From an optimization exercise on the open Yosys and OpenROAD flow, aimed at small area; shortcuts taken in it are not production practice. Where RTL was checked, it was by simulation tests only, not by an equivalence proof against the original. For runs 5 and 6, only the layout was checked, not whether the RTL still works. Power figures rest on the tool's default switching activity, not on a simulated workload.

==> config.mk <==
export PLATFORM = sky130hd
export DESIGN_NAME = hdspbus
export DESIGN_NICKNAME = hdspbus
export VERILOG_FILES = /design/flow/design.v
export SDC_FILE = /design/flow/constraint.sdc
export NUM_CORES = 4
export LEC_CHECK = 0
export CAP_MARGIN = 20
export CORE_MARGIN = 2
export CORE_UTILIZATION = 40
export PLACE_DENSITY = 0.6
export SLEW_MARGIN = 20
==> constraint.sdc <==
create_clock -name core_clock -period 10.0 [get_ports {clk}]
set_input_delay 2.0000 -clock core_clock [delete_from_list [all_inputs] [get_ports {clk}]]
set_output_delay 2.0000 -clock core_clock [all_outputs]
set_load 0.01 [all_outputs]
==> design.v <==
module hdspbus (
    input  wire        clk,
    input  wire        rst,         
    input  wire        cmd_valid,
    output wire        cmd_ready,
    input  wire [31:0] cmd,
    output wire [15:0] status,
    output reg  [7:0]  a_out,
    output reg  [7:0]  d_out,
    output reg         d_oe,
    input  wire [7:0]  d_in,
    output reg  [7:0]  ce_n,
    output reg         wr_n,
    output reg         rd_n
);
    reg        errseen;
    reg  [2:0] lasterr;
    reg        tr;
    reg  [7:0] rdata;
    reg  [2:0] br;
    reg        fe, be, cl;
    reg  [7:0] streq;
    reg  [63:0] fmap;
    reg        busy;
    reg  [4:0] c;         
    reg        rd;        
    reg        test;      
    reg        all;       
    reg        flash;     
    reg        permod;    
    reg  [2:0] mod;       
    assign cmd_ready = ~busy;
    assign status    = {rdata, 2'b00, tr, lasterr, errseen, busy};
    wire [3:0] op = cmd[31:28];
    wire [3:0] sp = cmd[27:24];
    wire [7:0] ts = cmd[23:16];
    wire op_wrreg  = (op == 4'h1);
    wire op_rdreg  = (op == 4'h2);
    wire op_wrlog  = (op == 4'h3);
    wire op_wrpos  = (op == 4'h4);
    wire op_bri    = (op == 4'h5);
    wire op_fe     = (op == 4'h6);
    wire op_be     = (op == 4'h7);
    wire op_cl     = (op == 4'h8);
    wire op_self   = (op == 4'h9);
    wire op_rdtest = (op == 4'hA);
    wire op_ldfmap = (op == 4'hB);
    wire op_flash  = (op == 4'hC);
    wire op_set    = op_bri | op_fe | op_be | op_cl;
    wire nz_sp    = |sp;
    wire nz_ts    = |ts;
    wire nz_ts_hi = |ts[7:3];
    wire nz_ad_hi = |cmd[15:11];
    wire nz_ad    = nz_ad_hi | (|cmd[10:8]);
    wire nz_dt_hi = |cmd[7:3];
    wire nz_dt    = nz_dt_hi | (|cmd[2:0]);
    wire nz_2718  = nz_sp | nz_ts | nz_ad;
    wire ts_all   = &ts;
    wire illegal =
        (op == 4'h0) || (op[3:2] == 2'b11 && op[1:0] != 2'b00) ||
        ((op_wrreg || op_ldfmap) && nz_sp) ||
        (op_rdreg  && (nz_sp || nz_dt)) ||
        (op_wrlog  && (sp[3] || (sp[2] && sp[1:0] != 2'b00))) ||
        (op_wrpos  && (sp != 4'd3) && (sp != 4'd4)) ||
        (op_bri    && (nz_2718 || nz_dt_hi)) ||
        ((op_fe || op_be || op_cl) && (nz_2718 || nz_dt_hi || (|cmd[2:1]))) ||
        (op_self   && (nz_sp || nz_ad || (|cmd[7:1]))) ||
        (op_rdtest && (nz_sp || nz_ad || nz_dt)) ||
        (op_flash  && (nz_2718 || nz_dt));
    wire bad_target = ((op_wrreg || op_wrlog) && nz_ts_hi && !ts_all) ||
                      ((op_rdreg || op_self || op_rdtest) && nz_ts_hi);
    wire bad_pos    = op_wrpos && (|cmd[23:14]);
    reg  ix_bad;
    always @(*) begin
        case (sp[2:0])
            3'd0, 3'd2: ix_bad = nz_ad;
            3'd1:       ix_bad = nz_ad_hi || (cmd[10:8] == 3'd7);
            default:    ix_bad = nz_ad_hi;
        endcase
    end
    wire bad_index  = (op_wrlog && ix_bad) || (op_ldfmap && (nz_ts || nz_ad_hi));
    wire [2:0] err = illegal    ? 3'd1 :
                     bad_target ? 3'd2 :
                     bad_pos    ? 3'd3 :
                     bad_index  ? 3'd4 : 3'd0;
    wire ok     = !illegal && !bad_target && !bad_pos && !bad_index;
    wire accept = !rst && cmd_valid && !busy;
    wire okacc  = accept && ok;
    wire go     = okacc && !op_ldfmap;    
    wire acc_rd = op_rdreg || op_rdtest;
    wire go_w   = go && !acc_rd;
    wire uniform = (streq == 8'h00) || (streq == 8'hFF);
    wire lin = op_wrlog || op_wrpos;
    wire raw = op_wrreg || op_rdreg;
    wire ctl = op_set || op_self || op_rdtest;
    wire [7:0] acc_addr;
    assign acc_addr[7:6] = raw ? cmd[15:14] : 2'b00;
    assign acc_addr[5]   = raw ? cmd[13] : lin ? ~sp[2] : ctl;
    assign acc_addr[4]   = raw ? cmd[12] : lin ?  sp[1] : ctl;
    assign acc_addr[3]   = raw ? cmd[11] : lin ?  sp[0] : 1'b0;
    assign acc_addr[2:0] = (raw || lin) ? cmd[10:8] : 3'b000;
    wire dat = op_wrreg || op_wrlog || op_wrpos;
    wire [7:0] acc_data;
    assign acc_data[7]   = dat ? cmd[7] : op_cl ? cmd[0] : op_flash ? 1'b0 : cl;
    assign acc_data[6]   = dat ? cmd[6] : op_self ? cmd[0] : op_flash ? 1'b0 : streq[0];
    assign acc_data[5]   = dat & cmd[5];
    assign acc_data[4]   = dat ? cmd[4] : op_be ? cmd[0] : op_flash ? 1'b0 : be;
    assign acc_data[3]   = dat ? cmd[3] : op_fe ? cmd[0] : op_flash ? 1'b0 : fe;
    assign acc_data[2:1] = (dat || op_bri) ? cmd[2:1] : op_flash ? 2'b00 : br[2:1];
    assign acc_data[0]   = (dat || op_bri) ? cmd[0] : op_flash ? fmap[63] : br[0];
    wire w_ce_on  = !rd && (c == 5'd0);
    wire w_wr_lo  = !rd && (c == 5'd1);
    wire w_wr_hi  = !rd && (c == 5'd11);
    wire w_ce_off = !rd && (c == 5'd12);
    wire w_end    = !rd && (c == 5'd13);
    wire r_oe_lo  =  rd && (c == 5'd0);
    wire r_ce_on  =  rd && (c == 5'd2);
    wire r_rd_lo  =  rd && (c == 5'd3);
    wire r_sample =  rd && (c == 5'd11);
    wire r_rd_hi  =  rd && (c == 5'd12);
    wire r_ce_off =  rd && (c == 5'd13);
    wire r_oe_hi  =  rd && (c == 5'd15);
    wire r_end    =  rd && (c == 5'd16);
    wire cyc_end = busy && (w_end || r_end);
    wire ce_on   = busy && (w_ce_on || r_ce_on);
    wire ce_off  = busy && (w_ce_off || r_ce_off);
    wire [2:0] col  = a_out[2:0];
    wire [2:0] col1 = {(col[1] & col[0]) ? ~col[2] : col[2], col[0] ? ~col[1] : col[1], ~col[0]};
    wire       more = (flash && (col != 3'd7)) || ((flash || permod) && (mod != 3'd0));
    wire       adv  = busy && w_ce_off && (permod || (flash && col == 3'd7));
    wire       nxt  = cyc_end && more;
    wire       fnxt = nxt && flash;
    wire       pnxt = nxt && !flash;
    wire       fbit = fmap[~{mod, col1}];
    wire [7:0] cmd_r = rst ? 8'h00 : cmd[7:0];    
    always @(posedge clk) begin
        errseen <= !rst && (errseen || (accept && !ok));
        busy    <= !rst && (go || (busy && !(cyc_end && !more)));
        wr_n    <= rst || (busy && !rd && c == 5'd11) || (wr_n && !(busy && w_wr_lo));
        rd_n    <= rst || (busy && r_rd_hi) || (rd_n && !(busy && r_rd_lo));
        d_oe    <= rst || (busy && r_oe_hi) || (d_oe && !(busy && r_oe_lo));
    end
    always @(posedge clk)
        if (rst || accept)
            lasterr <= rst ? 3'd0 : err;
    always @(posedge clk)
        if (rst || (busy && r_sample))
            rdata <= rst ? 8'h00 : d_in;
    always @(posedge clk)
        if (rst || (busy && r_sample && test))
            tr <= !rst && d_in[5];
    always @(posedge clk)
        if (rst || (okacc && op_bri))
            br <= cmd_r[2:0];
    always @(posedge clk)
        if (rst || (okacc && op_fe))
            fe <= cmd_r[0];
    always @(posedge clk)
        if (rst || (okacc && op_be))
            be <= cmd_r[0];
    always @(posedge clk)
        if (rst || (okacc && op_cl))
            cl <= cmd_r[0];
    genvar gk;
    generate
        for (gk = 0; gk < 8; gk = gk + 1) begin : g_sh
            always @(posedge clk)
                if (rst || (okacc && op_self && ts[2:0] == gk))
                    streq[gk] <= cmd_r[0];
            always @(posedge clk)
                if (rst || (okacc && op_ldfmap && cmd[10:8] == gk))
                    fmap[gk*8 +: 8] <= cmd_r;
            always @(posedge clk)
                if (rst || ce_on || ce_off)
                    ce_n[gk] <= !(ce_on && !rst && (all || mod == gk));
        end
    endgenerate
    always @(posedge clk)
        if (rst || go)
            a_out[7:3] <= rst ? 5'd0 : acc_addr[7:3];
    always @(posedge clk)
        if (rst || go || fnxt)
            a_out[2:0] <= rst ? 3'd0 : busy ? col1 : acc_addr[2:0];
    always @(posedge clk)
        if (rst || go_w) begin
            d_out[7]   <= rst ? 1'b0 : acc_data[7];
            d_out[5:1] <= rst ? 5'd0 : acc_data[5:1];
        end
    always @(posedge clk)
        if (rst || go_w || pnxt)
            d_out[6] <= rst ? 1'b0 : busy ? streq[mod] : acc_data[6];
    always @(posedge clk)
        if (rst || go_w || fnxt)
            d_out[0] <= rst ? 1'b0 : busy ? fbit : acc_data[0];
    always @(posedge clk) begin
        if (!busy) begin
            rd     <= acc_rd;
            test   <= op_rdtest;
            all    <= ((op_wrreg || op_wrlog) && ts_all) || (op_set && uniform);
            flash  <= op_flash;
            permod <= op_set && !uniform;
        end
    end
    always @(posedge clk)
        if (!busy || adv)
            mod <= busy ? {(mod[1] & mod[0]) ? ~mod[2] : mod[2], mod[0] ? ~mod[1] : mod[1], ~mod[0]} :
                   op_wrpos ? cmd[13:11] : (op_set || op_flash) ? 3'd0 : ts[2:0];
    always @(posedge clk)
        c <= (busy && !cyc_end) ? {(&c[3:0]) ? ~c[4] : c[4], (&c[2:0]) ? ~c[3] : c[3], (&c[1:0]) ? ~c[2] : c[2], c[0] ? ~c[1] : c[1], ~c[0]} : 5'd0;
endmodule
==> flow/run.sh <==
#!/bin/bash
export BUFFER_PORTS_ARGS="-buffer_cell sky130_fd_sc_hd__buf_1"
export CTS_ARGS="-sink_clustering_enable -repair_clock_nets -dont_use_dummy_load -buf_list sky130_fd_sc_hd__clkbuf_4 -sink_clustering_size 12 -sink_clustering_max_diameter 40"
bash standard.sh > standard.log 2>&1
==> standard.sh <==
#!/bin/bash
# synth_recipe.tcl (not shown) runs the flow's synth.tcl, then flattens the netlist and writes it again
# the make line also repeats each setting of config.mk as NAME=value (left out here)
make -C /OpenROAD-flow-scripts/flow DESIGN_CONFIG=/design/flow/config.mk WORK_HOME=/design/flow/orfs CLKGATE_MAP_FILE= SYNTH_SCRIPT=/design/flow/synth_recipe.tcl "${@:-finish}"
==> summary.txt, run 1 <==
Status
  – Status: timing/DRC/antenna clean

Route
  – 1st-iter DRT viols: around 470
  – Vias: between 4,000 and 5,000
  – Pre-antenna DRT Iters: 7
  – Final wirelength: 16,600 um
  – DRC viols: 0
  – Routed wire length per instance: 20.2 um
  – Final antenna-violating net count: 0
  – Vias per inst: 5.73

Cells and area
  – Nets: approximately 650
  – Commonest non-fill, non-tap cells in the layout: edfxtp_1 (122), buf_1 (82), nor2_1 (48)
  – Final Cell Area: 7020 um^2
  – Area grow syn2layout: 9.12%
  – Area of the multi-input gates: ~2300 um^2
  – Fillers: 1,513
  – FF/Latch Area: 3860 um^2
  – Proportion of layout cells with a drive suffix above 1: 7.78%
  – Most common cell after layout, fill and taps aside: edfxtp_1

Floorplanning
  – Number of placement rows: 46
  – Core area: 15,800 um^2
  – Die area: 17,100 um^2
  – Die height: 131 um
  – Initial Utilization: 40.6%
  – Die Wd: 131 um
  – Ports: 87

STA
  – Final setup vio count: 0
  – RSZ-0062 raised after global routing: no
  – WHS: 0.481 ns
  – Worst-margin pin slew: 1.15 ns
  – Tmin final: slightly below 5 ns
  – Setup_tns: 0 ns
  – Clk_skew: about 0.033 ns
  – Period utilisation layout: 48.6%
  – Normalized max-slew margin: ~22%
  – Final hold vios: 0
  – Fmax: 0.206 GHz
  – Max-slew violation count: 0

Setup path
  – Critical setup path kind: in -> reg
  – Critical path endpoint category: flip-flop
  – Startpoint type of the worst setup path: input pin
  – WP data arrival: between 5 and 6 ns
  – WP data required: 10.19 ns
  – CP Max Fanout: 18

Synthesis
  – Mapped cell area: 6430 um^2
  – Post-synthesis cell type count: 70
  – Largest family of logic cells by synthesized area: simple AND/OR/NAND/NOR gates
  – Post-synthesis mux area share: 6.57%
  – Post-synth EDFFs: roughly 120
  – Adder-cell share of the synthesized area: 0.389%
  – Post-synthesis simple-gate area fraction: between 15 and 20%
  – Ys flop type: edfxtp_1
  – Synth Instances: 536
  – Post-Synth XOR/XNOR Area: 0.817%
  – Sequential area share after synthesis: 60.1%
  – Ys async rst share: 0%
  – Post-synthesis compound-gate area fraction: 13.3%
  – Yosys warns: 1
  – Syn_area_per_cell: 12.0 um^2
  – #FFs+latches synth: between 100 and 150

Place
  – Gp weighted congestion: 0.876
  – Detailed Place HPWL: around 12,000 um
  – Number of port buffers: 84
  – Placed Area: 6890 um^2

Clocking
  – Longest Clk Path Bufs: 2
  – Clk slew on worst S/H paths: around 0.080 ns
  – Total CTS buffers: 17
  – Cts-stage hold buffer count: 0
  – Clock sink total: 132
  – Post-CTS setup buffer count: 0
  – H-tree Lvls: 4
  – CTS tree: yes
  – Post-CTS Resized: 0
  – Clock Latency Late Sink: 0.52 ns
  – CTS root buffer: clkbuf_4

Global route
  – Met2 Track Usage GR: ~32%
  – Vias in the first global route: 4,503
  – First-pass GRT wire length: 25,500 um
  – Initial antenna violation count: 1
  – GRT met3 Usage: 4.85%
  – Largest net degree at the start of global routing: 49
  – GR Util met1: around 28%
  – Busiest grt layer: met2
  – GRT Total Usage: between 20% and 30%
  – GRT overflow: 0

Flow run
  – Max cap viols: 0

Hold path
  – Hold Path Class: reg -> reg

Power
  – Power per standard cell area: 158 nW/um^2
  – Leakage: 0.00229 uW
  – Max VDD drop: a little over 0.00007 V
==> where the power goes <==
group	switching (uW)	total (uW)	internal, uW
registers	29.8	682	652
logic	123	192	68.6
clock network	160	238	77.6
==> through the flow <==
step                total power [uW]  setup slack (ns)  utilization [%]  instances
global route                    1160              4.87             44.3        821
detailed placement               884              4.61             43.5        803
finish                          1110              5.14             44.3        821
global placement                 881              4.66             43.5        803
floorplan                        817              5.53                -        537
CTS                             1120              5.21             44.3        820
==> flip-flops by register name, indices dropped and copies added (netlist names), 3 cells and up <==
register and flops:
fmap 64, lasterr 3, d_out 8, mod 3, rdata 8, ce_n 8
c 5, streq 8, a_out 8, br 3
==> cells in the mapped netlist (2+ instances only) <==
master | instances | area [um^2]
a2111oi_0 | 5 | 43.8
a211oi_1 | 8 | 60.1
a21o_1 | 3 | 22.5
a21oi_1 | 21 | 105
a221oi_1 | 3 | 26.3
a22oi_1 | 7 | 52.6
a2bb2oi_1 | 2 | 17.5
a31o_1 | 5 | 43.8
a31oi_1 | 6 | 37.5
and2_1 | 3 | 18.8
and3_1 | 5 | 31.3
and3b_1 | 2 | 17.5
buf_2 | 3 | 15.0
buf_4 | 5 | 37.5
clkbuf_1 | 29 | 109
dfxtp_1 | 10 | 200
edfxtp_1 | 122 | 3660
ha_1 | 2 | 25.0
inv_1 | 17 | 63.8
mux2_2 | 2 | 22.5
mux2i_1 | 13 | 130
mux4_2 | 12 | 270
nand2_1 | 43 | 161
nand2b_1 | 8 | 50.1
nand3_1 | 8 | 40.0
nand4_1 | 9 | 56.3
nor2_1 | 48 | 180
nor2b_1 | 25 | 156
nor3_1 | 8 | 40.0
nor4_1 | 10 | 62.6
o211ai_1 | 3 | 22.5
o21a_1 | 3 | 22.5
o21ai_0 | 20 | 100
o21ai_1 | 8 | 40.0
o221ai_1 | 2 | 17.5
o22ai_1 | 6 | 37.5
o311ai_0 | 2 | 17.5
o31ai_1 | 7 | 52.6
or2_1 | 2 | 12.5
or3_1 | 4 | 25.0
or4_1 | 2 | 15.0
xor2_1 | 5 | 43.8
==> area by class of cell <==
cell class | count | area share, %
flip-flops and latches | 132 | 55.0
repair buffers | 88 | 4.96
diodes | 1 | 0.0357
multi-input cells | 349 | 33.3
well taps | 216 | 3.85
inverters | 18 | 0.963
clock buffers | 17 | 1.82
==> worst paths after layout <==
| check | from | to | slack, ns | depth (start not counted) |
|---|---|---|---|---|
| max | cmd[30] | fmap[46]$_DFFE_PP_ | 5.14 | 8 |
| min | errseen$_DFF_P_ | errseen$_DFF_P_ | 0.48 | 2 |
| max reg2reg | a_out[0]$_SDFFCE_PP0P_ | d_out[0]$_SDFFCE_PP0P_ | 6.62 | 9 |
| min reg2reg | errseen$_DFF_P_ | errseen$_DFF_P_ | 0.48 | 2 |
==> per-layer routing <==
layer  vias up  share of wire (%)
li1       2184                  -
met1      2299                 45
met2       193                 47
met3        26                6.4
met4         0                1.9
met5         -                  0
==> critical path, stage by stage <==
cell	delay (ns)
buf_1	0.50
clkinv_1	0.45
nand3_1	0.25
a21oi_1	0.19
a221oi_2	0.32
nand4_2	0.43
nor4_2	0.49
a31o_1	0.42
==> cell families (layout without fill, tap and decap cells) <==
kind of cell / after synthesis / count (layout)
other: 1 / 3
multiplexers: 27 / 27
AND/OR/NAND/NOR: 188 / 188
buffers and inverters: 56 / 123
adder cells (fa/ha/maj): 2 / 2
XOR/XNOR: 6 / 6
AO/OA/AOI/OAI: 124 / 124
flip-flops: 132 / 132
==> inputs of run 2 (changes only) <==
==> flow/run.sh (replaced) <==
#!/bin/bash
export BUFFER_PORTS_ARGS="-buffer_cell sky130_fd_sc_hd__buf_1"
export CTS_ARGS="-sink_clustering_enable -repair_clock_nets -dont_use_dummy_load -buf_list sky130_fd_sc_hd__clkbuf_8 -sink_clustering_size 25 -sink_clustering_max_diameter 60"
bash standard.sh > standard.log 2>&1
--- a/config.mk
+++ b/config.mk
@@ -9,4 +9,4 @@
 export CORE_MARGIN = 2
-export CORE_UTILIZATION = 40
-export PLACE_DENSITY = 0.6
+export CORE_UTILIZATION = 60
+export PLACE_DENSITY = 0.8
 export SLEW_MARGIN = 20
==> run 2 against run 1 <==
Final area decreased by 0.16%. Non-clock buffer count fell by 2. Utilization is 23 points higher. Maximum frequency is 0.58% lower. Flip-flop and latch count is the same. Setup slack worse by 0.028 ns. Clock skew shrank 0.0090 ns. Sequential share of layout area rose by 0.088 points.
==> summary.txt, run 2 <==
Setup path
  – WP data arrival: 4.97 ns (-0.08 ns)
  – CP Cell Sequence: buf_1, nor2b_1, a2111oi_0, o41ai_1, nor3b_2, nand4_2, nor4_2, a31o_1
  – CP Max Fanout: 22 (+4)
  – Peak per-stage delay on the critical path: 0.58 ns (+0.08 ns)
  – Worst path bufs/invs: 1 (-1)
  – Critical path endpoint category: flip-flop
  – Top delay family on crit path: simple AND/OR/NAND/NOR gates
  – WP data required: 10.08 ns (-0.11 ns)
  – Slowest CP cell: buf_1
  – Startpoint type of the worst setup path: input pin
  – Critical setup path kind: in -> reg

Clocking
  – Clk slew on worst S/H paths: 0.07 ns (about the same)
  – CTS root buffer: clkbuf_8
  – Clock sink total: 132 (unchanged)
  – Total CTS buffers: 17 (unchanged)
  – Post-CTS Resized: 0 (unchanged)
  – Post-CTS setup buffer count: 0 (unchanged)
  – Longest Clk Path Bufs: 2 (unchanged)
  – Clock Latency Late Sink: 0.43 ns (-0.09 ns)
  – H-tree Lvls: 4 (unchanged)
  – Cts-stage hold buffer count: 0 (unchanged)
  – CTS tree: yes

Cells and area
  – Most common cell after layout, fill and taps aside: edfxtp_1
  – Fillers: 778 (-49%)
  – FF/Latch Area: 3860 um^2 (unchanged)
  – Nets: 649 (-0.31%)
  – Final design utilization: 67.6% (+23 points)
  – Number of flip-flops in the largest register: 64 (unchanged)
  – Proportion of layout cells with a drive suffix above 1: 7.48% (-0.31 points)
  – Area grow syn2layout: 8.95%
  – Biggest register: fmap
  – Non-Filler Instances: 738 (-10%)
  – Area of the multi-input gates: 2340 um^2 (unchanged)
  – # diodes: 0 (-1)
  – Commonest non-fill, non-tap cells in the layout: edfxtp_1 (122), buf_1 (82), nor2_1 (48)

STA
  – WHS: 0.487 ns (+0.00578 ns)
  – Fmax: 0.205 GHz (-0.58%)
  – Clk_skew: 0.0238 ns (-0.00897 ns)
  – Setup_tns: 0 ns (unchanged)
  – Tmin final: 4.89 ns (+0.0281 ns)
  – Final hold vios: 0 (unchanged)
  – Final setup vio count: 0 (unchanged)
  – Normalized max-slew margin: 29.9% (+8.0 points)
  – Worst-margin pin slew: 1.05 ns (-0.104 ns)
  – Period utilisation layout: 48.9% (+0.28 points)
  – Final worst slack: 5.11 ns (-0.0281 ns)
  – Max-slew violation count: 0 (unchanged)
  – RSZ-0062 raised after global routing: no

Synthesis
  – Yosys top cell area share: 57.0% (unchanged)
  – Count leader, synth: edfxtp_1
  – #FFs+latches synth: 132 (unchanged)
  – Mapped cell area: 6430 um^2 (unchanged)
  – Post-synth EDFFs: 122 (unchanged)
  – Synth Instances: 536 (unchanged)
  – Ys async rst share: 0% (unchanged)
  – Post-synthesis cell type count: 70 (unchanged)
  – Ys flop type: edfxtp_1
  – Area leader, netlist: edfxtp_1
  – Top cells by area, synth: edfxtp_1 (57%), mux4_2 (4.2%), dfxtp_1 (3.1%)
  – Syn_area_per_cell: 12.0 um^2 (unchanged)
  – Sequential area share after synthesis: 60.1% (unchanged)
  – Commonest cells post-synth: edfxtp_1 (122), nor2_1 (48), nand2_1 (43), clkbuf_1 (29), nor2b_1 (25)
  – Yosys warns: 1 (unchanged)

Power
  – Power per standard cell area: 170 nW/um^2 (+7.3%)
  – Max VDD drop: 0.000129 V (+83%)
  – Leakage: 0.00233 uW (+1.5%)

Floorplanning
  – Die Wd: 108 um (-18%)
  – Die height: 108 um (-18%)
  – Ports: 87 (unchanged)
  – Core area: 10,400 um^2 (-34%)
  – Initial Utilization: 62.0% (+21 points)
  – Die area: 11,600 um^2 (-32%)
  – Number of placement rows: 37 (-20%)

Route
  – Final wirelength: 15,900 um (-4.3%)
  – Vias: 4,844 (+3.0%)
  – DRC viols: 0 (unchanged)
  – 1st-iter DRT viols: 602 (+28%)
  – Vias per inst: 6.56 (+15%)
  – Routed wire length per instance: 21.5 um (+6.5%)
  – Pre-antenna DRT Iters: 5 (-2)
  – Final antenna-violating net count: 0 (unchanged)

Place
  – Gp weighted congestion: 0.924 (+5.5%)
  – Number of port buffers: 84 (unchanged)
  – Pre-CTS setup slack: 4.71 ns (+0.0999 ns)
  – Placed cells: 721 (-10%)
  – Detailed Place HPWL: 11,200 um (-5.1%)

Global route
  – Vias in the first global route: 4,697 (+4.3%)
  – Largest net degree at the start of global routing: 49 (unchanged)
  – GRT Total Usage: 28.8% (+8.5 points)
  – GRT overflow: 0 (unchanged)
  – Initial antenna violation count: 0 (-1)
  – First-pass GRT wire length: 24,800 um (-3.0%)

Hold path
  – Hold Path Class: reg -> reg

Flow run
  – Max cap viols: 0 (unchanged)

Status
  – Status: timing/DRC/antenna clean
[run 2: cell types whose count changed in the layout (fill, tap and decap cells not counted), sizes merged]
cell   before  now
diode       1    0
buf        86   84
[run 2: cells by family after synthesis]
family / share of synthesized area (%)
compound gates: 13.3
xor+xnor: 0.817
other cells: 0.0583
flops: 60.1
simple gates: 15.2
mux: 6.57
fa+ha+maj: 0.389
buf+inv: 3.62
[run 2: layer usage]
layer	global-route usage, %	vias up	share of wire (%)
li1	-	2168	-
met1	38.2	2313	39
met5	0	-	0
met2	45.0	311	47
met3	7.20	52	11
met4	13.6	0	3.7
[run 2: power by group]
group	switching, uW	total, uW	internal (uW)
clock network	165	314	149
logic	120	188	67.9
registers	35.1	689	654
[run 2: metrics by stage]
stage | cell area [um^2] | power [uW]
after detailed placement | 6770 | 881
after global routing | 7010 | 1230
final | 7010 | 1190
after CTS | 7010 | 1190
after floorplan | 6440 | 817
after global placement | 6770 | 872
[run 2: layout make-up]
class	instances	share of cell area [%]
clock buffer	17	3.34
inverter	18	0.964
multi-input combinational	349	33.4
sequential	132	55.1
tap	136	2.43
timing repair buffer	86	4.75
[run 2: path summary, 6_finish.rpt]
path                                             start                     end  slack (ns)  cells after the start
worst max-delay path                           cmd[28]       fmap[8]$_DFFE_PP_        5.11                      8
worst min-delay path                   errseen$_DFF_P_         errseen$_DFF_P_        0.49                      2
worst max register to register  a_out[0]$_SDFFCE_PP0P_  d_out[0]$_SDFFCE_PP0P_        6.57                      9
worst min register to register         errseen$_DFF_P_         errseen$_DFF_P_        0.49                      2
[run 2: tightest hold or removal path, delay by kind of cell (launching register included)]
family          cells  cell delay, ns
flops               1            0.33
buf+inv             1            0.06
compound gates      1            0.06
==> inputs of run 3 (changes only) <==
==> flow/run.sh (replaced) <==
#!/bin/bash
export BUFFER_PORTS_ARGS="-buffer_cell sky130_fd_sc_hd__buf_1"
export CTS_ARGS="-sink_clustering_enable -repair_clock_nets -dont_use_dummy_load -root_buf sky130_fd_sc_hd__clkbuf_8 -buf_list sky130_fd_sc_hd__clkbuf_4 -sink_clustering_size 12 -sink_clustering_max_diameter 40"
bash standard.sh > standard.log 2>&1
--- a/config.mk
+++ b/config.mk
@@ -9,4 +9,4 @@
 export CORE_MARGIN = 2
-export CORE_UTILIZATION = 60
-export PLACE_DENSITY = 0.8
+export CORE_UTILIZATION = 40
+export PLACE_DENSITY = 0.6
 export SLEW_MARGIN = 20
==> run 3 against run 2 <==
Synthesized cell count is the same. Global-route usage shrank 8.5 points. Power is 6.0% lower. Via count shrank 2.2%. Combinational power up 2%. Flip-flop and latch count unchanged. Synthesized area unchanged. Final area up 0.21%. Sequential power fell by 1%. Wire length grew 4.8%. Still clean. Largest power group unchanged. Highest routed layer unchanged. Clock power decreased by 22%. Largest cell class unchanged.
==> summary.txt, run 3 <==
Clocking
  – Clock Latency Late Sink: 0.41 ns (-0.02 ns)
  – Cts-stage hold buffer count: 0 (unchanged)
  – CTS tree: yes
  – Post-CTS setup buffer count: 0 (unchanged)
  – Post-CTS Resized: 0 (unchanged)
  – Longest Clk Path Bufs: 2 (unchanged)
  – Total CTS buffers: 17 (unchanged)
  – H-tree Lvls: 4 (unchanged)
  – Clock sink total: 132 (unchanged)
  – Clk slew on worst S/H paths: 0.08 ns (about the same)
  – CTS root buffer: clkbuf_8

Synthesis
  – Post-synth EDFFs: 122 (unchanged)
  – Post-synthesis cell type count: 70 (unchanged)
  – Count leader, synth: edfxtp_1
  – Yosys warns: 1 (unchanged)
  – Synth Instances: 536 (unchanged)
  – Commonest cells post-synth: edfxtp_1 (122), nor2_1 (48), nand2_1 (43), clkbuf_1 (29), nor2b_1 (25)
  – Top cells by area, synth: edfxtp_1 (57%), mux4_2 (4.2%), dfxtp_1 (3.1%)
  – Ys async rst share: 0% (unchanged)
  – Ys flop type: edfxtp_1
  – Mapped cell area: 6430 um^2 (unchanged)
  – Yosys top cell area share: 57.0% (unchanged)
  – Syn_area_per_cell: 12.0 um^2 (unchanged)
  – Area leader, netlist: edfxtp_1
  – Sequential area share after synthesis: 60.1% (unchanged)
  – #FFs+latches synth: 132 (unchanged)

Floorplanning
  – Initial Utilization: 40.6% (-21 points)
  – Die Wd: 131 um (+22%)
  – Die height: 131 um (+22%)
  – Ports: 87 (unchanged)
  – Number of placement rows: 46 (+24%)
  – Die area: 17,100 um^2 (+48%)
  – Core area: 15,800 um^2 (+53%)

Route
  – Pre-antenna DRT Iters: 6 (+1)
  – Vias per inst: 5.78 (-12%)
  – Vias: 4,737 (-2.2%)
  – Routed wire length per instance: 20.3 um (-5.7%)
  – Final wirelength: 16,600 um (+4.8%)
  – Final antenna-violating net count: 0 (unchanged)
  – 1st-iter DRT viols: 519 (-14%)
  – DRC viols: 0 (unchanged)

Power
  – Max VDD drop: 0.0000805 V (-38%)
  – Power per standard cell area: 159 nW/um^2 (-6.2%)
  – Leakage: 0.00230 uW (-1.3%)

Setup path
  – WP data arrival: 5.09 ns (+0.12 ns)
  – CP Cell Sequence: buf_1, nor2b_1, a2111oi_0, o41ai_1, nor3b_2, nand4_2, nor4_2, a31o_1
  – Startpoint type of the worst setup path: input pin
  – Critical path endpoint category: flip-flop
  – Slowest CP cell: a2111oi_0
  – Worst path bufs/invs: 1 (unchanged)
  – Peak per-stage delay on the critical path: 0.61 ns (+0.03 ns)
  – CP Max Fanout: 22 (unchanged)
  – Top delay family on crit path: compound AO/OA/AOI/OAI gates
  – Critical setup path kind: in -> reg
  – WP data required: 10.07 ns (about the same)

Global route
  – GRT overflow: 0 (unchanged)
  – Initial antenna violation count: 0 (unchanged)
  – Vias in the first global route: 4,514 (-3.9%)
  – First-pass GRT wire length: 25,500 um (+3.1%)
  – Largest net degree at the start of global routing: 49 (unchanged)
  – GRT Total Usage: 20.3% (-8.5 points)

Place
  – Detailed Place HPWL: 11,800 um (+5.4%)
  – Number of port buffers: 84 (unchanged)
  – Gp weighted congestion: 0.876 (-5.2%)

STA
  – Fmax: 0.199 GHz (-2.6%)
  – Period utilisation layout: 50.2% (+1.3 points)
  – Tmin final: 5.02 ns (+0.129 ns)
  – Worst-margin pin slew: 1.17 ns (+0.118 ns)
  – Max-slew violation count: 0 (unchanged)
  – Normalized max-slew margin: 21.0% (-8.9 points)
  – WHS: 0.482 ns (-0.00526 ns)
  – Clk_skew: 0.0282 ns (+0.00436 ns)
  – Final hold vios: 0 (unchanged)
  – RSZ-0062 raised after global routing: no
  – Setup_tns: 0 ns (unchanged)
  – Final setup vio count: 0 (unchanged)

Cells and area
  – Area grow syn2layout: 9.18%
  – Area of the multi-input gates: 2340 um^2 (unchanged)
  – Commonest non-fill, non-tap cells in the layout: edfxtp_1 (122), buf_1 (82), nor2_1 (48)
  – Nets: 651 (+0.31%)
  – FF/Latch Area: 3860 um^2 (unchanged)
  – Final design utilization: 44.4% (-23 points)
  – # diodes: 0 (unchanged)
  – Biggest register: fmap
  – Fillers: 1,509 (+94%)
  – Most common cell after layout, fill and taps aside: edfxtp_1
  – Number of flip-flops in the largest register: 64 (unchanged)
  – Proportion of layout cells with a drive suffix above 1: 7.78% (+0.31 points)

Status
  – Status: timing/DRC/antenna clean

Flow run
  – Max cap viols: 0 (unchanged)

Hold path
  – Hold Path Class: reg -> reg
[run 3: cell counts after synthesis]
No cell type changed its count.
[run 3: metrics by stage]
| step | total power, uW | cell area, um^2 | worst slack, ns | cells |
|---|---|---|---|---|
| floorplan | 817 | 6440 | 5.53 | 537 |
| global placement | 881 | 6890 | 4.66 | 803 |
| detailed placement | 884 | 6890 | 4.61 | 803 |
| CTS | 1120 | 7020 | 5.08 | 820 |
| global route | 1170 | 7020 | 4.73 | 820 |
| finish | 1120 | 7020 | 4.98 | 820 |
[run 3: tightest hold or removal path, cell delays in order (launching register included)]
cell and delay, ns:
dfxtp_1 0.32, inv_1 0.05, a211oi_1 0.06
[run 3: cells by family (layout without fill, tap and decap cells)]
logic type	Yosys count	after routing	synth area share [%]
AOI/OAI and AO/OA	124	124	13.3
buffers and inverters	56	123	3.62
muxes	27	27	6.57
xor gates and xnor gates	6	6	0.817
DFF	132	132	60.1
adders and majority gates	2	2	0.389
other	1	2	0.0583
and+or+nand+nor	188	188	15.2
[run 3: power by group]
part           leakage, uW  internal [uW]  switching [uW]
combinational     0.000945           68.7             124
sequential         0.00127            652            29.6
clock            0.0000808           83.4             162
[run 3: final timing paths]
kind	start	to	slack, ns	cells past startpoint
max reg2reg	a_out[0]$_SDFFCE_PP0P_	d_out[0]$_SDFFCE_PP0P_	6.57	9
min	errseen$_DFF_P_	errseen$_DFF_P_	0.48	2
min reg2reg	errseen$_DFF_P_	errseen$_DFF_P_	0.48	2
max	cmd[28]	fmap[46]$_DFFE_PP_	4.98	8
[run 3: final cells by class]
type | count | share of cell area [%]
sequential | 132 | 55.0
tap | 216 | 3.85
timing repair buffer | 88 | 4.95
multi-input combinational | 349 | 33.3
inverter | 18 | 0.962
clock buffer | 17 | 1.91
[run 3: per-layer routing]
layer	wire length, um	part of all wire [%]	vias to the layer above	track usage (%)
li1	-	-	2184	-
met1	7370	44	2319	27.6
met2	7830	47	205	32.2
met3	1090	6.5	29	4.80
met4	332	2.0	0	7.07
met5	0	0	-	0
==> inputs of run 4 (changes only) <==
==> flow/run.sh (replaced) <==
#!/bin/bash
export BUFFER_PORTS_ARGS="-buffer_cell sky130_fd_sc_hd__buf_1"
export CTS_ARGS="-sink_clustering_enable -repair_clock_nets -dont_use_dummy_load -root_buf sky130_fd_sc_hd__clkbuf_16 -buf_list sky130_fd_sc_hd__clkbuf_4 -sink_clustering_size 10 -sink_clustering_max_diameter 30"
bash standard.sh > standard.log 2>&1
==> run 4 against run 3 <==
Flip-flop and latch count did not move. Setup slack got worse by 0.032 ns. Final area rose by 0.16%. Sequential share of layout area fell by 0.088 points. First-iteration DRC count rose by 0.19%. Synthesized cell count did not move. Critical path type unchanged.
==> summary.txt, run 4 <==
Route
  – Routed wire length per instance: 20.3 um (about the same)
  – Vias per inst: 5.77 (about the same)
  – Final antenna-violating net count: 0 (unchanged)
  – 1st-iter DRT viols: 520 (+0.19%)
  – Pre-antenna DRT Iters: 5 (-1)
  – Vias: 4,734 (-0.063%)
  – DRC viols: 0 (unchanged)
  – Final wirelength: 16,600 um (about the same)

Global route
  – Vias in the first global route: 4,514 (unchanged)
  – Largest net degree at the start of global routing: 49 (unchanged)
  – First-pass GRT wire length: 25,500 um (unchanged)
  – Initial antenna violation count: 0 (unchanged)
  – GRT Total Usage: 20.3% (unchanged)
  – GRT overflow: 0 (unchanged)

Clocking
  – CTS tree: yes
  – H-tree Lvls: 4 (unchanged)
  – Clk slew on worst S/H paths: 0.08 ns (about the same)
  – Total CTS buffers: 17 (unchanged)
  – CTS root buffer: clkbuf_16
  – Longest Clk Path Bufs: 2 (unchanged)
  – Post-CTS setup buffer count: 0 (unchanged)
  – Clock Latency Late Sink: 0.36 ns (-0.05 ns)
  – Post-CTS Resized: 0 (unchanged)
  – Cts-stage hold buffer count: 0 (unchanged)
  – Clock sink total: 132 (unchanged)

Synthesis
  – Top cells by area, synth: edfxtp_1 (57%), mux4_2 (4.2%), dfxtp_1 (3.1%)
  – Synth Instances: 536 (unchanged)
  – Post-synth EDFFs: 122 (unchanged)
  – Ys async rst share: 0% (unchanged)
  – #FFs+latches synth: 132 (unchanged)
  – Mapped cell area: 6430 um^2 (unchanged)
  – Ys flop type: edfxtp_1
  – Post-synthesis cell type count: 70 (unchanged)
  – Syn_area_per_cell: 12.0 um^2 (unchanged)
  – Yosys warns: 1 (unchanged)
  – Count leader, synth: edfxtp_1
  – Commonest cells post-synth: edfxtp_1 (122), nor2_1 (48), nand2_1 (43), clkbuf_1 (29), nor2b_1 (25)
  – Area leader, netlist: edfxtp_1
  – Sequential area share after synthesis: 60.1% (unchanged)
  – Yosys top cell area share: 57.0% (unchanged)

Cells and area
  – Area grow syn2layout: 9.36%
  – Nets: 651 (unchanged)
  – Biggest register: fmap
  – Final design utilization: 44.4% (+0.071 points)
  – Proportion of layout cells with a drive suffix above 1: 7.78% (unchanged)
  – Most common cell after layout, fill and taps aside: edfxtp_1
  – Number of flip-flops in the largest register: 64 (unchanged)
  – Commonest non-fill, non-tap cells in the layout: edfxtp_1 (122), buf_1 (82), nor2_1 (48)
  – # diodes: 0 (unchanged)

STA
  – RSZ-0062 raised after global routing: no
  – Normalized max-slew margin: 22.1% (+1.0 points)
  – Period utilisation layout: 50.5% (+0.32 points)
  – Final hold vios: 0 (unchanged)
  – Setup_tns: 0 ns (unchanged)
  – Clk_skew: 0.0304 ns (+0.00226 ns)
  – Fmax: 0.198 GHz (-0.64%)
  – Max-slew violation count: 0 (unchanged)
  – WHS: 0.482 ns (-0.000425 ns)
  – Tmin final: 5.05 ns (+0.0324 ns)
  – Final setup vio count: 0 (unchanged)
  – Worst-margin pin slew: 1.15 ns (-0.0155 ns)

Power
  – Clock network power share: 22.5% (+0.6 points)
  – Internal Power: 814 uW (+1.2%)
  – Combinational Power Share: 17.0% (-0.2 points)
  – Max VDD drop: 0.0000938 V (+17%)
  – NetSw: 315 uW (about the same)
  – Switching Share: 27.9% (-0.25 points)
  – Power per standard cell area: 161 nW/um^2 (+0.68%)
  – Flop pwr share: 60.4% (-0.5 points)
  – Leakage: 0.00230 uW (+0.22%)

Setup path
  – Critical setup path kind: in -> reg
  – Peak per-stage delay on the critical path: 0.50 ns (-0.11 ns)
  – Startpoint type of the worst setup path: input pin
  – WP data arrival: 5.07 ns (-0.02 ns)
  – Slowest CP cell: buf_1
  – Critical path endpoint category: flip-flop
  – CP Cell Sequence: buf_1, clkinv_1, nand3_1, a21oi_1, a221oi_2, nand4_2, nor4_2, a31o_1
  – CP Max Fanout: 18 (-18%)
  – Flop-to-flop setup slack: 6.58 ns (about the same)
  – WP data required: 10.02 ns (-0.05 ns)

Floorplanning
  – Die area: 17,100 um^2 (unchanged)
  – Die Wd: 131 um (unchanged)
  – Number of placement rows: 46 (unchanged)
  – Ports: 87 (unchanged)
  – Core area: 15,800 um^2 (unchanged)
  – Die height: 131 um (unchanged)
  – Initial Utilization: 40.6% (unchanged)

Place
  – Number of port buffers: 84 (unchanged)
  – Detailed Place HPWL: 11,800 um (unchanged)
  – Gp weighted congestion: 0.876 (unchanged)

Flow run
  – Max cap viols: 0 (unchanged)

Hold path
  – Hold Path Class: reg -> reg

Status
  – Status: timing/DRC/antenna clean
-- run 4: per-stage QoR --
step	setup WS, ns	instance area (um^2)	cells	total power (uW)
after floorplan	5.53	6440	537	817
after global placement	4.66	6890	803	881
after detailed placement	4.61	6890	803	884
after CTS	5.02	7030	820	1130
after global routing	4.66	7030	820	1180
final	4.95	7030	820	1130
-- run 4: power by group through the flow --
stage / logic [uW] / registers (uW) / clock network (uW)
final: 193 / 682 / 254
after global routing: 210 / 687 / 282
after CTS: 191 / 682 / 260
after detailed placement: 190 / 695 / 0
after global placement: 188 / 692 / 0
after floorplan: 136 / 681 / 0
-- run 4: critical path, delay by kind of cell --
| kind | cells | cell delay, ns |
|---|---|---|
| AOI/OAI and AO/OA | 3 | 0.92 |
| buffers and inverters | 2 | 0.94 |
| and+or+nand+nor | 3 | 1.19 |
-- run 4: final cells by class --
class                           count  area [um^2]
Clock buffer                       17          145
Multi-Input combinational cell    349         2340
Fill cell                        1509         8790
Timing Repair Buffer               88          348
Tap cell                          216          270
Inverter                           18         67.6
Sequential cell                   132         3860
-- run 4: kinds of logic after synthesis --
family                     synth area share (%)
xor gates and xnor gates                  0.817
DFF                                        60.1
buffers and inverters                      3.62
AOI/OAI and AO/OA                          13.3
adders and majority gates                 0.389
and+or+nand+nor                            15.2
other                                    0.0583
muxes                                      6.57
-- run 4: final timing paths --
kind | depth (start not counted) | end | start
worst min register to register | 2 | errseen$_DFF_P_ | errseen$_DFF_P_
worst max-delay path | 8 | fmap[46]$_DFFE_PP_ | cmd[30]
worst min-delay path | 2 | errseen$_DFF_P_ | errseen$_DFF_P_
worst max register to register | 9 | d_out[0]$_SDFFCE_PP0P_ | a_out[0]$_SDFFCE_PP0P_
-- run 4: metal layers --
layer	wire, um	part of all wire [%]	global-route usage, %	vias to the layer above
li1	-	-	-	2184
met1	7490	45	27.6	2331
met2	7800	47	32.2	190
met3	1010	6.1	4.80	29
met4	330	2.0	7.07	0
met5	0	0	0	-
==> inputs of run 5 (changes only) <==
--- a/design.v
+++ b/design.v
@@ -25,7 +25,3 @@
     reg  [4:0] c;         
-    reg        rd;        
-    reg        test;      
-    reg        all;       
-    reg        flash;     
-    reg        permod;    
+    reg  [1:0] kind;      
     reg  [2:0] mod;       
@@ -110,15 +106,19 @@
     assign acc_data[0]   = (dat || op_bri) ? cmd[0] : op_flash ? fmap[63] : br[0];
-    wire w_ce_on  = !rd && (c == 5'd0);
-    wire w_wr_lo  = !rd && (c == 5'd1);
-    wire w_wr_hi  = !rd && (c == 5'd11);
-    wire w_ce_off = !rd && (c == 5'd12);
-    wire w_end    = !rd && (c == 5'd13);
-    wire r_oe_lo  =  rd && (c == 5'd0);
-    wire r_ce_on  =  rd && (c == 5'd2);
-    wire r_rd_lo  =  rd && (c == 5'd3);
-    wire r_sample =  rd && (c == 5'd11);
-    wire r_rd_hi  =  rd && (c == 5'd12);
-    wire r_ce_off =  rd && (c == 5'd13);
-    wire r_oe_hi  =  rd && (c == 5'd15);
-    wire r_end    =  rd && (c == 5'd16);
+    wire w_ce_on  = (c == 5'd0);
+    wire w_wr_lo  = (c == 5'd1);
+    wire w_wr_hi  = (c == 5'd11);
+    wire w_ce_off = (c == 5'd12);
+    wire w_end    = (c == 5'd13);
+    wire r_oe_lo  = (c == 5'd14);
+    wire r_ce_on  = (c == 5'd16);
+    wire r_rd_lo  = (c == 5'd17);
+    wire r_sample = (c == 5'd25);
+    wire r_rd_hi  = (c == 5'd26);
+    wire r_ce_off = (c == 5'd27);
+    wire r_oe_hi  = (c == 5'd29);
+    wire r_end    = (c == 5'd30);
+    wire flash  = kind[1] & ~kind[0];
+    wire permod = kind[1] &  kind[0];
+    wire all    = ~kind[1] & kind[0] & ~c[4];    
+    wire test   = kind[0];
     wire cyc_end = busy && (w_end || r_end);
@@ -138,3 +138,3 @@
         busy    <= !rst && (go || (busy && !(cyc_end && !more)));
-        wr_n    <= rst || (busy && !rd && c == 5'd11) || (wr_n && !(busy && w_wr_lo));
+        wr_n    <= rst || (busy && w_wr_hi) || (wr_n && !(busy && w_wr_lo));
         rd_n    <= rst || (busy && r_rd_hi) || (rd_n && !(busy && r_rd_lo));
@@ -196,7 +196,4 @@
         if (!busy) begin
-            rd     <= acc_rd;
-            test   <= op_rdtest;
-            all    <= ((op_wrreg || op_wrlog) && ts_all) || (op_set && uniform);
-            flash  <= op_flash;
-            permod <= op_set && !uniform;
+            kind[1] <= op_flash || (op_set && !uniform);
+            kind[0] <= op_rdtest || ((op_wrreg || op_wrlog) && ts_all) || op_set;
         end
@@ -208,3 +205,3 @@
     always @(posedge clk)
-        c <= (busy && !cyc_end) ? {(&c[3:0]) ? ~c[4] : c[4], (&c[2:0]) ? ~c[3] : c[3], (&c[1:0]) ? ~c[2] : c[2], c[0] ? ~c[1] : c[1], ~c[0]} : 5'd0;
+        c <= (busy && !cyc_end) ? c + 5'd1 : {1'b0, {3{!busy && acc_rd}}, 1'b0};
 endmodule
==> flow/run.sh (replaced) <==
#!/bin/bash
# Layout flow: the standard synthesis, then an area-oriented re-mapping
# of the combinational logic only (every flip-flop instance is kept as the
# standard synthesis made it), then the standard layout steps.
# Port buffers use the smallest buffer; the clock tree uses clkbuf_4.
# Logs: synth.log, reopt_yosys.log, reopt_check.log, standard.log (make),
# and the ORFS logs under orfs/logs.
set -u
export BUFFER_PORTS_ARGS="-buffer_cell sky130_fd_sc_hd__buf_1"
export CTS_ARGS="-sink_clustering_enable -repair_clock_nets -dont_use_dummy_load -buf_list sky130_fd_sc_hd__clkbuf_4 -sink_clustering_size 12 -sink_clustering_max_diameter 40"

bash standard.sh synth > synth.log 2>&1 || exit 1

R=orfs/results/${FLOW_PLATFORM}/hdspbus/base
LIB=${FLOW_HOME}/platforms/sky130hd/lib/sky130_fd_sc_hd__tt_025C_1v80.lib
YOSYS=yosys
command -v yosys > /dev/null || YOSYS=${FLOW_HOME}/../tools/install/yosys/bin/yosys
DU=""
for c in sky130_fd_sc_hd__probe_p_8 sky130_fd_sc_hd__probec_p_8 sky130_fd_sc_hd__lpflow_bleeder_1 \
    sky130_fd_sc_hd__lpflow_clkbufkapwr_1 sky130_fd_sc_hd__lpflow_clkbufkapwr_16 sky130_fd_sc_hd__lpflow_clkbufkapwr_2 \
    sky130_fd_sc_hd__lpflow_clkbufkapwr_4 sky130_fd_sc_hd__lpflow_clkbufkapwr_8 sky130_fd_sc_hd__lpflow_clkinvkapwr_1 \
    sky130_fd_sc_hd__lpflow_clkinvkapwr_16 sky130_fd_sc_hd__lpflow_clkinvkapwr_2 sky130_fd_sc_hd__lpflow_clkinvkapwr_4 \
    sky130_fd_sc_hd__lpflow_clkinvkapwr_8 sky130_fd_sc_hd__lpflow_decapkapwr_12 sky130_fd_sc_hd__lpflow_decapkapwr_3 \
    sky130_fd_sc_hd__lpflow_decapkapwr_4 sky130_fd_sc_hd__lpflow_decapkapwr_6 sky130_fd_sc_hd__lpflow_decapkapwr_8 \
    sky130_fd_sc_hd__lpflow_inputiso0n_1 sky130_fd_sc_hd__lpflow_inputiso0p_1 sky130_fd_sc_hd__lpflow_inputiso1n_1 \
    sky130_fd_sc_hd__lpflow_inputiso1p_1 sky130_fd_sc_hd__lpflow_inputisolatch_1 sky130_fd_sc_hd__lpflow_isobufsrc_1 \
    sky130_fd_sc_hd__lpflow_isobufsrc_16 sky130_fd_sc_hd__lpflow_isobufsrc_2 sky130_fd_sc_hd__lpflow_isobufsrc_4 \
    sky130_fd_sc_hd__lpflow_isobufsrc_8 sky130_fd_sc_hd__lpflow_isobufsrckapwr_16 \
    sky130_fd_sc_hd__lpflow_lsbuf_lh_hl_isowell_tap_1 sky130_fd_sc_hd__lpflow_lsbuf_lh_hl_isowell_tap_2 \
    sky130_fd_sc_hd__lpflow_lsbuf_lh_hl_isowell_tap_4 sky130_fd_sc_hd__lpflow_lsbuf_lh_isowell_4 \
    sky130_fd_sc_hd__lpflow_lsbuf_lh_isowell_tap_1 sky130_fd_sc_hd__lpflow_lsbuf_lh_isowell_tap_2 \
    sky130_fd_sc_hd__lpflow_lsbuf_lh_isowell_tap_4; do DU="$DU -dont_use $c"; done

cp $R/1_2_yosys.v std_1_2_yosys.v
mkdir -p reopt
cat > reopt/reopt.ys <<Y
read_liberty -ignore_miss_func $LIB
blackbox sky130_fd_sc_hd__dfxtp_1 sky130_fd_sc_hd__edfxtp_1
read_verilog std_1_2_yosys.v
hierarchy -top ${FLOW_TOP}
flatten
opt -purge
abc -liberty $LIB $DU -script flow/area.abc
opt_clean -purge
setundef -zero
hilomap -singleton -hicell sky130_fd_sc_hd__conb_1 HI -locell sky130_fd_sc_hd__conb_1 LO
splitnets
opt_clean -purge
stat -liberty $LIB
write_verilog -noexpr -nohex -nodec -noattr reopt/new.v
Y
# combinational equivalence of the re-mapped logic: flip-flops cut into
# inputs (Q) and outputs (D, DE), matched by instance name
cat > reopt/check.ys <<Y
read_liberty -ignore_miss_func $LIB
read_verilog reopt/g.v
rename ${FLOW_TOP} gold
read_verilog reopt/n.v
rename ${FLOW_TOP} gate
flatten gold gate
miter -equiv -flatten -make_assert gold gate miter
hierarchy -top miter
sat -verify -prove-asserts miter
Y
ok=0
if $YOSYS -s reopt/reopt.ys > reopt_yosys.log 2>&1 \
   && python3 flow/cut.py std_1_2_yosys.v reopt/g.v && python3 flow/cut.py reopt/new.v reopt/n.v \
   && $YOSYS -s reopt/check.ys > reopt_check.log 2>&1; then
  ok=1
fi
if [[ $ok == 1 ]]; then
  echo "re-mapped netlist proven equivalent; using it" >> reopt_check.log
  cp reopt/new.v $R/1_2_yosys.v
  rm -f $R/1_synth.odb $R/1_synth.sdc
else
  echo "re-mapping not used" >> reopt_check.log
fi

bash standard.sh > standard.log 2>&1
==> flow/area.abc (new file) <==
strash
&get -n
&st
&deepsyn -T 60
&put
strash
&get -n
&dch -f
&nf -R 1000
&put
mfs2 -a
strash
&get -n
&dch -f
&nf -R 1000
&put
==> flow/cut.py (new file) <==
# Turn every flip-flop instance of a flat sky130 netlist into cut points:
# Q becomes a module input, D (and DE) module outputs, named after the instance.
import re,sys
src=open(sys.argv[1]).read()
m=re.search(r'module\s+hdspbus\s*\((.*?)\);',src,re.S)
ports=m.group(1)
newports=[];decls=[];assigns=[]
def repl(mm):
    typ,name,body=mm.group(1),mm.group(2),mm.group(3)
    pins=dict((p,(lambda t: t+' ' if t.startswith('\\') else t)(re.sub(r'\s','',n))) for p,n in re.findall(r'\.(\w+)\(([^()]*)\)',body))
    key=re.sub(r'[^A-Za-z0-9]','_',name.strip('\\ '))
    newports.extend(['q_'+key,'d_'+key]); decls.append('input q_%s; output d_%s;'%(key,key))
    assigns.append('assign %s = q_%s; assign d_%s = %s;'%(pins['Q'],key,key,pins['D']))
    if 'DE' in pins:
        newports.append('e_'+key); decls.append('output e_%s;'%key); assigns.append('assign e_%s = %s;'%(key,pins['DE']))
    return ''
src=re.sub(r'\n\s*(sky130_fd_sc_hd__e?dfxtp_\d)\s+(\S+)\s*\((.*?)\);',repl,src,flags=re.S)
src=src.replace(m.group(0),'module hdspbus(%s, %s);'%(ports,', '.join(newports)),1)
src=src.replace('endmodule','\n'.join(decls)+'\n'+'\n'.join(assigns)+'\nendmodule',1)
open(sys.argv[2],'w').write(src)
==> run 5 against run 4 <==
Still clean on timing, DRC and antenna. Final cell count fell by 7.7%. Synthesized cell count fell by 12%. Die area decreased by 11%. Setup slack worse by 0.19 ns. Sequential share of layout area rose by 3.8 points. Power decreased by 13%. Utilization is 1.9 points higher. Global-route usage up 0.36 points. Via count decreased by 6.3%. Flip-flop and latch count fell by 3. Combinational power is 45% lower. Critical path type unchanged. Critical endpoint is now fmap[50]$_DFFE_PP_.
==> summary.txt, run 5 <==
Status
  – Status: timing/DRC/antenna clean

STA
  – Worst-margin pin slew: 0.983 ns (-0.170 ns)
  – Fmax: 0.191 GHz (-3.7%)
  – Final setup vio count: 0 (unchanged)
  – Final worst slack: 4.76 ns (-0.193 ns)
  – Setup_tns: 0 ns (unchanged)
  – Normalized max-slew margin: 34.2% (+12 points)
  – RSZ-0062 raised after global routing: no
  – Tmin final: 5.24 ns (+0.193 ns)
  – Clk_skew: 0.0269 ns (-0.00354 ns)
  – Max-slew violation count: 0 (unchanged)
  – Final hold vios: 0 (unchanged)
  – Period utilisation layout: 52.4% (+1.9 points)

Floorplanning
  – Die Wd: 123 um (-5.7%)
  – Initial Utilization: 41.1% (+0.44 points)
  – Number of placement rows: 43 (-6.5%)
  – Die area: 15,200 um^2 (-11%)
  – Die height: 123 um (-5.7%)
  – Core area: 13,900 um^2 (-12%)
  – Ports: 87 (unchanged)

Setup path
  – CP Max Fanout: 15 (-3)
  – WP data arrival: 5.36 ns (+0.29 ns)
  – Startpoint type of the worst setup path: input pin
  – WP data required: 10.11 ns (+0.09 ns)
  – Critical setup path kind: in -> reg
  – Critical path endpoint category: flip-flop

Clocking
  – Clk slew on worst S/H paths: 0.10 ns (+0.02 ns)
  – Post-CTS setup buffer count: 0 (unchanged)
  – H-tree Lvls: 4 (unchanged)
  – Clock Latency Late Sink: 0.51 ns (+0.15 ns)
  – Post-CTS Resized: 0 (unchanged)
  – Total CTS buffers: 17 (unchanged)
  – Cts-stage hold buffer count: 0 (unchanged)
  – Longest Clk Path Bufs: 2 (unchanged)
  – CTS root buffer: clkbuf_4
  – CTS tree: yes
  – Clock sink total: 129 (-2.3%)

Power
  – Tot Pwr: 986 uW (-13%)
  – Leakage: 0.00201 uW (-13%)
  – Max VDD drop: 0.0000799 V (-15%)
  – Power per standard cell area: 153 nW/um^2 (-4.4%)

Global route
  – Initial antenna violation count: 1 (+1)
  – First-pass GRT wire length: 23,300 um (-8.5%)
  – GRT Total Usage: 20.7% (+0.36 points)
  – Largest net degree at the start of global routing: 32 (-35%)
  – GRT overflow: 0 (unchanged)
  – Vias in the first global route: 4,201 (-6.9%)

Route
  – Routed wire length per instance: 20.4 um (+0.42%)
  – Vias: 4,436 (-6.3%)
  – DRC viols: 0 (unchanged)
  – Vias per inst: 5.86 (+1.5%)
  – Final wirelength: 15,400 um (-7.3%)
  – Final antenna-violating net count: 0 (unchanged)
  – Pre-antenna DRT Iters: 5 (unchanged)
  – 1st-iter DRT viols: 417 (-20%)

Cells and area
  – FF/Latch Area: 3770 um^2 (-2.3%)
  – Area of the multi-input gates: 1890 um^2 (-19%)
  – Area grow syn2layout: 12.7%
  – Final Cell Area: 6430 um^2 (-8.6%)
  – Proportion of layout cells with a drive suffix above 1: 4.51% (-3.3 points)
  – Biggest register: fmap
  – Number of flip-flops in the largest register: 64 (unchanged)
  – Fillers: 1,330 (-12%)
  – Nets: 621 (-4.6%)
  – Most common cell after layout, fill and taps aside: edfxtp_1
  – Commonest non-fill, non-tap cells in the layout: edfxtp_1 (119), buf_1 (84), nand2_1 (48)

Place
  – Gp weighted congestion: 0.900 (+2.8%)
  – Number of port buffers: 84 (unchanged)
  – Pre-CTS setup slack: 4.18 ns (-0.434 ns)
  – Detailed Place HPWL: 10,700 um (-8.9%)
  – Placed Area: 6280 um^2 (-8.8%)

Synthesis
  – Syn_area_per_cell: 12.1 um^2 (+1.1%)
  – Synth Instances: 470 (-12%)
  – Yosys warns: 1 (unchanged)
  – Mapped cell area: 5700 um^2 (-11%)

Flow run
  – Max cap viols: 0 (unchanged)

Hold path
  – Hold Path Class: reg -> reg
run 5: power by group:
part           switching (uW)  internal [uW]
Combinational            74.8           32.1
Clock                     156           77.8
Sequential               16.3            629
run 5: layer usage:
layer | wire length, um | up-vias | GRT usage [%]
met3 | 1050 | 17 | 4.80
met4 | 142 | 0 | 5.75
met5 | 0 | - | 0
met2 | 7370 | 170 | 31.8
li1 | - | 2063 | -
met1 | 6870 | 2186 | 29.5
run 5: critical path, cell delays in order:
cell      delay, ns
buf_1          0.26
nor2_1         0.48
and2_0         0.22
a21oi_1        0.08
nor2_1         0.45
a31oi_1        0.12
nor2_1         0.17
nand3_1        0.10
nor2_1         0.24
nand2_1        0.28
clkinv_1       0.13
nand2_1        0.15
o21ai_1        0.66
run 5: cell type report:
class	instances	area share, %
tap	180	3.50
sequential	129	58.7
clock buffer	17	1.99
antenna	1	0.0389
inverter	17	0.993
timing repair buffer	88	5.37
multi-input combinational	325	29.4
run 5: per-stage QoR:
| stage | utilization (%) | hold slack, ns | std cells |
|---|---|---|---|
| finish | 46.3 | 0.496 | 757 |
| global route | 46.3 | 0.533 | 757 |
| CTS | 46.2 | 0.503 | 756 |
| detailed placement | 45.2 | 0.467 | 739 |
| global placement | 45.2 | 0.459 | 739 |
| floorplan | - | 0.474 | 471 |
run 5: path summary, 6_finish.rpt:
kind                   endpoint            start  cells after the start  slack [ns]
min reg2reg     errseen$_DFF_P_  errseen$_DFF_P_                      2        0.50
min             errseen$_DFF_P_  errseen$_DFF_P_                      2        0.50
max          fmap[50]$_DFFE_PP_          cmd[29]                     13        4.76
max reg2reg   ce_n[3]$_DFFE_PP_     busy$_DFF_P_                      5        7.04
==> inputs of run 6 (changes only) <==
--- a/flow/run.sh
+++ b/flow/run.sh
@@ -9,3 +9,3 @@
 export BUFFER_PORTS_ARGS="-buffer_cell sky130_fd_sc_hd__buf_1"
-export CTS_ARGS="-sink_clustering_enable -repair_clock_nets -dont_use_dummy_load -buf_list sky130_fd_sc_hd__clkbuf_4 -sink_clustering_size 12 -sink_clustering_max_diameter 40"
+export CTS_ARGS="-sink_clustering_enable -repair_clock_nets -dont_use_dummy_load -buf_list \"sky130_fd_sc_hd__clkbuf_4 sky130_fd_sc_hd__clkbuf_8\" -sink_clustering_size 12 -sink_clustering_max_diameter 40"
 
==> run 6 against run 5 <==
Final cell count decreased by 0.13%. Largest cell class unchanged. Combinational power about the same. Clock power increased by 35%. Critical endpoint unchanged. Utilization increased by 0.75 points. Via count decreased by 0.38%. Power increased by 8.2%. Worst hold slack got worse by 0.011 ns. Flip-flop and latch count unchanged. Sequential share of layout area decreased by 0.93 points. Synthesized cell count unchanged. Sequential power about the same. First-iteration DRC count decreased by 3.6%.
==> summary.txt, run 6 <==
Synthesis
  – Syn_area_per_cell: 12.1 um^2 (unchanged)
  – Synth Instances: 470 (unchanged)
  – Mapped cell area: 5700 um^2 (unchanged)
  – Yosys warns: 1 (unchanged)

Floorplanning
  – Die height: 123 um (unchanged)
  – Die Wd: 123 um (unchanged)
  – Ports: 87 (unchanged)
  – Number of placement rows: 43 (unchanged)
  – Initial Utilization: 41.1% (unchanged)
  – Die area: 15,200 um^2 (unchanged)
  – Core area: 13,900 um^2 (unchanged)

Route
  – Final antenna-violating net count: 0 (unchanged)
  – Pre-antenna DRT Iters: 5 (unchanged)
  – DRC viols: 0 (unchanged)
  – Vias per inst: 5.85 (-0.25%)
  – 1st-iter DRT viols: 402 (-3.6%)
  – Routed wire length per instance: 20.3 um (-0.59%)
  – Final wirelength: 15,300 um (-0.73%)
  – Vias: 4,419 (-0.38%)

Setup path
  – CP Max Fanout: 15 (unchanged)
  – WP data required: 10.04 ns (-0.07 ns)
  – CP most frequent cell: nor2_1
  – Critical setup path kind: in -> reg
  – Slowest CP cell: o21ai_1
  – Critical path endpoint category: flip-flop
  – WP data arrival: 5.29 ns (-0.07 ns)
  – Top delay family on crit path: simple AND/OR/NAND/NOR gates
  – Worst path bufs/invs: 2 (unchanged)
  – Peak per-stage delay on the critical path: 0.64 ns (-0.02 ns)
  – CP Cell Sequence: buf_1, nor2_1, and2_0, a21oi_1, nor2_1, a31oi_1, nor2_1, nand3_1, nor2_1, nand2_1, clkinv_1, nand2_1, o21ai_1
  – Startpoint type of the worst setup path: input pin

Status
  – Status: timing/DRC/antenna clean

Cells and area
  – Commonest non-fill, non-tap cells in the layout: edfxtp_1 (119), buf_1 (84), nand2_1 (48)
  – Biggest register: fmap
  – Non-Filler Instances: 756 (-0.13%)
  – Nets: 621 (unchanged)
  – Final Cell Area: 6530 um^2 (+1.6%)
  – Area grow syn2layout: 14.6%
  – Proportion of layout cells with a drive suffix above 1: 4.51% (unchanged)
  – # diodes: 0 (-1)
  – Number of flip-flops in the largest register: 64 (unchanged)
  – Most common cell after layout, fill and taps aside: edfxtp_1

Flow run
  – Max cap viols: 0 (unchanged)

Clocking
  – Clock sink total: 129 (unchanged)
  – Post-CTS setup buffer count: 0 (unchanged)
  – Total CTS buffers: 17 (unchanged)
  – CTS root buffer: clkbuf_8
  – Post-CTS Resized: 0 (unchanged)
  – Clock Latency Late Sink: 0.43 ns (-0.08 ns)
  – CTS tree: yes
  – Longest Clk Path Bufs: 2 (unchanged)
  – Clk slew on worst S/H paths: 0.07 ns (-0.03 ns)
  – H-tree Lvls: 4 (unchanged)
  – Cts-stage hold buffer count: 0 (unchanged)

Global route
  – GRT overflow: 0 (unchanged)
  – Vias in the first global route: 4,211 (+0.24%)
  – GRT Total Usage: 20.7% (+0.040 points)
  – Initial antenna violation count: 0 (-1)
  – First-pass GRT wire length: 23,400 um (+0.18%)
  – Largest net degree at the start of global routing: 32 (unchanged)

STA
  – WHS: 0.485 ns (-0.0114 ns)
  – Fmax: 0.190 GHz (-0.21%)
  – Setup_tns: 0 ns (unchanged)
  – Worst-margin pin slew: 0.953 ns (-0.0299 ns)
  – Clk_skew: 0.0199 ns (-0.00702 ns)
  – Final hold vios: 0 (unchanged)
  – Period utilisation layout: 52.5% (+0.11 points)
  – Normalized max-slew margin: 36.2% (+2.0 points)
  – Max-slew violation count: 0 (unchanged)
  – Final setup vio count: 0 (unchanged)
  – RSZ-0062 raised after global routing: no
  – Tmin final: 5.25 ns (+0.0108 ns)

Place
  – Detailed Place HPWL: 10,700 um (unchanged)
  – Placed cells: 739 (unchanged)
  – Placed Area: 6280 um^2 (unchanged)
  – Number of port buffers: 84 (unchanged)
  – Gp weighted congestion: 0.900 (unchanged)

Power
  – Max VDD drop: 0.0000883 V (+10%)
  – Leakage: 0.00206 uW (+2.2%)
  – Tot Pwr: 1070 uW (+8.2%)
  – Power per standard cell area: 163 nW/um^2 (+6.5%)

Hold path
  – Hold Path Class: reg -> reg
-- run 6: cell types whose count changed in the layout (fill, tap and decap cells not counted), sizes merged --
cell,change
diode,-1
-- run 6: cell type report --
cell class / instances / area (um^2)
fill: 1310 / 7350
sequential: 129 / 3770
multi-input combinational: 325 / 1890
timing repair buffer: 88 / 345
clock buffer: 17 / 234
tap: 180 / 225
inverter: 17 / 63.8
-- run 6: worst paths after layout --
path | start | endpoint | slack (ns) | cells after the start
setup reg to reg | busy$_DFF_P_ | ce_n[3]$_DFFE_PP_ | 7.04 | 5
hold reg to reg | errseen$_DFF_P_ | errseen$_DFF_P_ | 0.48 | 2
setup / recovery | cmd[29] | fmap[50]$_DFFE_PP_ | 4.75 | 13
hold / removal | errseen$_DFF_P_ | errseen$_DFF_P_ | 0.48 | 2
-- run 6: power by group --
part / total, uW / internal [uW] / switching (uW)
Clock: 315 / 149 / 166
Sequential: 646 / 630 / 16.2
Combinational: 106 / 32.1 / 74.4
Total: 1070 / 811 / 256
-- run 6: tightest hold or removal path: cells and delay by family (launching register included) --
kind	cells	cell delay [ns]
AOI/OAI and AO/OA	1	0.04
DFF	1	0.33
and+or+nand+nor	1	0.07
-- run 6: routing by layer --
metal  vias to the layer above  global-route usage, %  share of wire (%)
li1                       2061                      -                  -
met2                       175                   31.8                 48
met5                         -                      0                  0
met3                        21                   4.66                6.5
met1                      2162                   29.5                 45
met4                         0                   6.18                1.2
-- run 6: stage by stage --
stage / setup slack (ns) / utilization (%)
after floorplan: 5.15 / -
after global placement: 4.30 / 45.2
after detailed placement: 4.18 / 45.2
after CTS: 4.60 / 46.9
after global routing: 4.38 / 47.1
final: 4.75 / 47.1

[static timing again, ports no longer ideal]
In the flow no input, the clock included, has a driving cell. The finished layouts below were timed again as built, in two steps.
Step 1: set_driving_cell puts a clkbuf_16 on clk and a buf_2 on each other input, an assumption about the parent block.
Step 2 also shifts input and output timing later by t, the mid clock arrival at the registers, as if the neighbouring blocks saw the same clock.
a / b / c = ideal ports / drivers / drivers and shift; a / b = the first two.
| run | t (ns) | setup slack, ns | hold WS [ns] | worst setup path after step 2 | slew at the worst register clock pin (ns) |
|---|---|---|---|---|---|
| run 1 | 0.548 | 5.139 / 5.152 / 4.603 | 0.481 / 0.481 / 0.481 | input to register | 0.12 / 0.12 |
| run 2 | 0.451 | 5.111 / 5.121 / 4.670 | 0.487 / 0.487 / 0.487 | input to register | 0.08 / 0.08 |
| run 3 | 0.441 | 4.982 / 4.994 / 4.553 | 0.482 / 0.482 / 0.482 | input to register | 0.11 / 0.11 |
| run 4 | 0.393 | 4.950 / 4.969 / 4.576 | 0.482 / 0.482 / 0.482 | input to register | 0.11 / 0.11 |
| run 5 | 0.526 | 4.757 / 4.772 / 4.246 | 0.496 / 0.496 / 0.496 | input to register | 0.12 / 0.12 |
| run 6 | 0.453 | 4.746 / 4.763 / 4.310 | 0.485 / 0.485 / 0.485 | input to register | 0.08 / 0.08 |
After both steps every run listed still meets setup and hold. The setup slack of run 1, which loses most, moves by +0.013 ns with the drivers and by -0.536 ns with both steps.
